What follows belongs to an exercise in optimizing a design on an open flow for small area, a short achievable clock period and few clock cycles; a production flow would make more cautious choices.
The RTL was checked by simulation tests, not by an equivalence proof against the original design.

<file path="flow/run.sh">
#!/bin/bash
# synth_recipe.tcl (not shown) runs the flow's synth.tcl, then flattens the netlist and writes it again
# the make line also repeats each setting of config.mk as NAME=value (left out here)
make -C /OpenROAD-flow-scripts/flow DESIGN_CONFIG=/design/flow/config.mk WORK_HOME=/design/flow/orfs CLKGATE_MAP_FILE= SYNTH_SCRIPT=/design/flow/synth_recipe.tcl finish
</file>
<file path="flow/config.mk">
export PLATFORM = sky130hd
export DESIGN_NAME = motion_mapper
export DESIGN_NICKNAME = motion_mapper
export VERILOG_FILES = /design/flow/design.v
export SDC_FILE = /design/flow/constraint.sdc
export NUM_CORES = 4
export LEC_CHECK = 0
export CAP_MARGIN = 20
export CORE_MARGIN = 2
export CORE_UTILIZATION = 40
export SLEW_MARGIN = 20
</file>
<file path="flow/constraint.sdc">
create_clock -name core_clock -period 16.0 [get_ports {clk}]
set_input_delay 3.2000 -clock core_clock [delete_from_list [all_inputs] [get_ports {clk}]]
set_output_delay 3.2000 -clock core_clock [all_outputs]
set_load 0.01 [all_outputs]
</file>
<file path="flow/design.v">
module motion_mapper (
    input  wire               clk,
    input  wire               rst,
    input  wire               in_valid,
    output wire               in_ready,
    input  wire signed [15:0] in_x,
    input  wire signed [15:0] in_y,
    input  wire        [15:0] in_r,
    output reg                out_valid,
    output reg  signed [9:0]  out_right,
    output reg  signed [9:0]  out_left,
    output reg                out_invalid
);
    localparam [1:0] S_IDLE   = 2'd0;
    localparam [1:0] S_SETUP  = 2'd1;
    localparam [1:0] S_SEARCH = 2'd2;
    localparam [1:0] S_DONE   = 2'd3;
    reg [1:0] state;
    reg [3:0] bit_idx;
    reg signed [15:0] x_q;
    reg signed [15:0] y_q;
    reg        [15:0] r_q;
    reg        [31:0] s2_q;       
    reg        [47:0] ax2_q;      
    reg        [47:0] ay2_q;      
    reg               ax_neg_q;   
    reg               ay_neg_q;   
    reg        [8:0]  mx_q;
    reg        [8:0]  my_q;
    assign in_ready = (state == S_IDLE);
    wire signed [16:0] vx = {x_q[15], x_q};
    wire signed [16:0] vy = -{y_q[15], y_q};         
    wire        [16:0] vx_abs = vx[16] ? -vx : vx;
    wire        [16:0] vy_abs = vy[16] ? -vy : vy;
    wire        [31:0] x2 = vx_abs * vx_abs;
    wire        [31:0] y2 = vy_abs * vy_abs;
    wire        [32:0] d2 = x2 + y2;
    wire        [31:0] r2 = r_q * r_q;
    wire               scaled = (d2 > {1'b0, r2});
    wire        [31:0] s2 = scaled ? d2[31:0] : r2;
    wire        [25:0] ax_abs = vx_abs * 9'd510;
    wire        [25:0] ay_abs = vy_abs * 9'd510;
    wire        [8:0]  cand_x = mx_q | (9'd1 << bit_idx);
    wire        [8:0]  cand_y = my_q | (9'd1 << bit_idx);
    function pred;
        input [8:0]  cand;
        input [31:0] s2v;
        input [47:0] a2;
        input        a_neg;
        reg signed [10:0] k;
        reg        [9:0]  k_abs;
        reg        [19:0] k2;
        reg        [51:0] prod;
        begin
            k     = {1'b0, cand, 1'b0} - 11'd511;
            k_abs = k[10] ? -k[9:0] : k[9:0];
            k2    = k_abs * k_abs;
            prod  = k2 * s2v;
            if (cand > 9'd510)
                pred = 1'b0;
            else if (k[10])
                pred = a_neg ? (prod >= {4'd0, a2}) : 1'b1;
            else
                pred = a_neg ? 1'b0 : (prod <= {4'd0, a2});
        end
    endfunction
    wire take_x = pred(cand_x, s2_q, ax2_q, ax_neg_q);
    wire take_y = pred(cand_y, s2_q, ay2_q, ay_neg_q);
    wire signed [10:0] nx = $signed({2'b00, mx_q}) - 11'sd255;
    wire signed [10:0] ny = $signed({2'b00, my_q}) - 11'sd255;
    wire signed [10:0] left_raw  = ny + nx;
    wire signed [10:0] right_raw = ny - nx;
    function [9:0] clamp255;
        input signed [10:0] v;
        begin
            if (v > 11'sd255)
                clamp255 = 10'sd255;
            else if (v < -11'sd255)
                clamp255 = -10'sd255;
            else
                clamp255 = v[9:0];
        end
    endfunction
    always @(posedge clk) begin
        if (rst) begin
            state       <= S_IDLE;
            out_valid   <= 1'b0;
            out_right   <= 10'd0;
            out_left    <= 10'd0;
            out_invalid <= 1'b0;
        end else begin
            out_valid <= 1'b0;
            case (state)
                S_IDLE: begin
                    if (in_valid) begin
                        x_q   <= in_x;
                        y_q   <= in_y;
                        r_q   <= in_r;
                        state <= S_SETUP;
                    end
                end
                S_SETUP: begin
                    s2_q     <= s2;
                    ax2_q    <= ax_abs * ax_abs;
                    ay2_q    <= ay_abs * ay_abs;
                    ax_neg_q <= vx[16];
                    ay_neg_q <= vy[16];
                    mx_q     <= 9'd0;
                    my_q     <= 9'd0;
                    bit_idx  <= 4'd8;
                    state    <= S_SEARCH;
                end
                S_SEARCH: begin
                    if (take_x) mx_q <= cand_x;
                    if (take_y) my_q <= cand_y;
                    if (bit_idx == 4'd0)
                        state <= S_DONE;
                    else
                        bit_idx <= bit_idx - 4'd1;
                end
                S_DONE: begin
                    out_valid <= 1'b1;
                    if (r_q == 16'd0) begin
                        out_right   <= 10'd0;
                        out_left    <= 10'd0;
                        out_invalid <= 1'b1;
                    end else begin
                        out_right   <= clamp255(right_raw);
                        out_left    <= clamp255(left_raw);
                        out_invalid <= 1'b0;
                    end
                    state <= S_IDLE;
                end
            endcase
        end
    end
endmodule
</file>
==> results.rst <==
.. list-table::
   :header-rows: 1

   * - Metric
     - Value
   * - Placed cell areas
     - 126000 um^2
   * - Dominant register cell in the synthesized netlist
     - edfxtp_1
   * - Final core utilization
     - 0.428
   * - Buffer cell driving the clock tree root
     - clkbuf_16
   * - Maximum clock rate
     - 0.0658 GHz
   * - Run status
     - complete, no violations
   * - Min Hold Slack
     - 452 ps
   * - Post-route cell area
     - 127000 um^2
   * - Final number of setup-violating endpoints
     - 0
   * - Worst-path fanout max
     - 12
   * - First-pass iteration count of the detailed router
     - 6
   * - Wire length of the first global-routing pass
     - approximately 510000 um
   * - Buffers plus inverters on the worst setup path
     - 11
   * - WL/cell
     - 18.0 um
   * - Cell count after placement
     - 17131
   * - Critical-path top delay cell
     - fa_1
   * - Initial core utilization
     - 0.403
   * - DRC marker count from the first detailed-route iteration
     - 5094
   * - Clock skew
     - 26.1 ps
   * - Number of antenna violations at the first check in global routing
     - 7
   * - Maximum level of the CTS H-tree
     - 1
   * - Via/cell ratio
     - 4.97
   * - Layout cell share with drive strength beyond 1
     - 0.0306
   * - Register clock-pin slew on the reported worst setup and hold paths
     - ~60 ps
   * - Non-filler cells in the finished layout
     - 17196
   * - Time the final worst path needs with I/O delays and setup
     - about 15000 ps
   * - Post-synthesis instance area
     - around 120000 um^2
   * - Most common cell in the netlist
     - inv_1
   * - Flip-flop and latch count after synthesis
     - 218
   * - Number of different library cells in the post-synthesis netlist
     - 98
   * - Final TNS setup
     - 0 ps
   * - Total of hold buffers inserted after clock tree synthesis
     - 0
   * - Combined global-route utilization of all metal layers
     - 0.213
   * - Share of Yosys cell area claimed by the top area cell type
     - 0.455
   * - Worst setup slack before clock tree synthesis
     - -155 ps
   * - Transition time of the tightest slew-check pin
     - 1130 ps
   * - Synth top area cells
     - fa_1 (46%), ha_1 (14%), inv_1 (11%)
   * - Via total after detailed routing
     - 85507
   * - Number of nets with antenna violations after routing
     - 0
   * - Final weighted congestion in routability-driven placement
     - 0.891
   * - Critical path's most frequent cell
     - fa_1
   * - Die X
     - approximately 550 um
   * - Worst slew slack as a fraction of its limit
     - 0.249
   * - Total wirelength of the detailed-routed design
     - 310000 um
   * - Proportion of synthesized chip area in sequential cells
     - 0.0527
   * - Total of buffers placed on input and output ports
     - 73
   * - Slew Viols, Final
     - 0
   * - Category of the most critical setup path
     - register to register
   * - Post-synth EDFFs
     - 194
   * - Grt total ovfl
     - 0
   * - Number of warnings reported in the yosys synthesis log
     - 1
   * - Cell type group with the largest total delay on the critical path
     - adder cells
   * - Clock latency on the worst-skew pair
     - 660 ps
   * - Count of unresolved DRC violations after routing
     - 0
   * - Maximum number of pins on one net before global-route repair
     - 68
   * - Fraction of registers with async set/reset
     - 0
   * - HPWL after DPL
     - roughly 260000 um
   * - Worst hold-check path type
     - register to register
   * - Kind of launch point of the worst setup path
     - register
   * - Number of max-cap violations
     - 0
   * - Syn Area/Cell
     - 9.02 um^2
   * - Number of instances in the synthesized netlist
     - 13278
   * - Final-layout fill cell count
     - between 20000 and 30000
   * - TritonCTS clock tree
     - yes
   * - Area of combinational cells with multiple inputs
     - 99100 um^2
   * - Area growth syn-to-layout
     - 6.23%
   * - Standard-cell rows
     - 200
   * - Final cycle utilization of the critical path
     - 0.949
   * - Area leader, netlist
     - fa_1
   * - Area taken by flip-flops and latches
     - 6310 um^2
   * - Number of global-route vias before repair
     - 92142
   * - Area of the core
     - 297000 um^2
   * - Fin worst setup slack
     - a little over 800 ps
   * - CP Capture Type
     - register
   * - Die span in y
     - 551 um
   * - Commonest cells in the synthesized netlist
     - inv_1 (3592), fa_1 (2723), nand2_1 (1483)
   * - Clk buf depth
     - 3
   * - Number of nets in the finished design
     - around 17000
   * - Number of CTS-inserted buffers
     - 30
   * - Final hold vios
     - 0
   * - Crit path required time
     - 16360 ps
   * - Die area
     - 304000 um^2
   * - Maximum cell stage delay along the critical path
     - around 550 ps
   * - Clk sinks
     - ~220
   * - Count of boundary I/O pins
     - 74
   * - Worst Path Arrival
     - 15550 ps
## cell type report
class,count,area share
inverter,3612,0.107
multi-input combinational,9091,0.779
antenna,5,0.0000984
clock buffer,42,0.00710
sequential,218,0.0496
timing repair buffer,275,0.0181
tap,3939,0.0387
clock inverter,14,0.000964
## placed cells by master, fill, tap and decap left out, types with 99 or more instances in the layout
master,count
inv_1,3591
fa_1,2723
nand2_1,1483
ha_1,1373
nor2_1,761
and2_1,368
a21oi_1,366
xnor2_1,302
a21o_1,246
o21ai_0,214
edfxtp_1,194
buf_4,190
xor2_1,141
nand2b_1,117
nor3_1,99
## per-layer routing
metal / GRT usage / up-vias / share of wire
met5: 0 / - / 0
met1: 0.285 / 43362 / 0.43
li1: - / 39409 / -
met4: 0.0586 / 0 / 0.033
met3: 0.0287 / 428 / 0.061
met2: 0.360 / 2308 / 0.48
## cells by family (layout without fill, tap and decap cells)
| group | after synthesis | in the layout | synth area share |
|---|---|---|---|
| adder cells (fa/ha/maj) | 4098 | 4098 | 0.599 |
| buffers and inverters | 4041 | 3943 | 0.127 |
| AND/OR/NAND/NOR | 3204 | 3204 | 0.119 |
| AO/OA/AOI/OAI | 1219 | 1219 | 0.0654 |
| XOR/XNOR | 486 | 486 | 0.0358 |
| flip-flops | 218 | 218 | 0.0527 |
| multiplexers | 10 | 10 | 0.000878 |
| other | 2 | 79 | 0.0000627 |
## path summary, 6_finish.rpt
kind / from / endpoint / slack (ps) / cells after the start
hold / removal: out_right[9]$_SDFFE_PP0P_ / out_right[9]$_SDFFE_PP0P_ / 450 / 2
setup / recovery: bit_idx[0]$_SDFFCE_PN0P_ / my_q[0]$_SDFFCE_PN0P_ / 810 / 58
hold reg to reg: out_right[9]$_SDFFE_PP0P_ / out_right[9]$_SDFFE_PP0P_ / 450 / 2
setup reg to reg: bit_idx[0]$_SDFFCE_PN0P_ / my_q[0]$_SDFFCE_PN0P_ / 810 / 58
## timing repair
action,in CTS,in global routing
pin swaps,0,8
gates resized for setup,3,57
setup endpoints to repair,18,19
buffers inserted,0,4
## state kept, by name, summed over array words and instances (netlist names), 2 cells and up
| signal | flops |
|---|---|
| my_q | 9 |
| x_q | 16 |
| y_q | 16 |
| r_q | 16 |
| bit_idx | 4 |
| ay2_q | 45 |
| ax2_q | 45 |
| mx_q | 9 |
| out_right | 10 |
| out_left | 10 |
| state | 2 |
| s2_q | 32 |
## worst reg2reg max path: cells and delay by family (launching register included)
family                   cells  cell delay, ps
flip-flops                   1             460
buffers and inverters       11            1190
XOR/XNOR                     2             400
AO/OA/AOI/OAI               19            3840
adder cells (fa/ha/maj)     16            7140
AND/OR/NAND/NOR             10            1840
Testbench counts, summed over its fixed seeds: cycles 23,048.

==> re-timing with driven ports <==
The flow's constraints put no driver on any port. The routed layout listed below was extracted and timed again, unchanged, in two steps. Step 1, drivers: a clkbuf_16 drives clk and a buf_2 each remaining input, both assumed. Step 2 also shifts input and output timing later by t, the mid clock arrival at the registers, as if the neighbouring blocks saw the same clock. Three values: ideal ports, drivers, drivers and shift; two values: the first two.
shift t [ns]: 0.726
setup WS [ns]: 0.809 / 0.809 / 0.809
slew at the worst register clock pin (ns): 0.07 / 0.07
worst slew at a driven data input, ns: 0.07
pins driven straight from the clock port: 1
After both steps this run still meets setup and hold. The setup slack of this run moves by 0.000 ns with the drivers and by 0.000 ns with both steps.
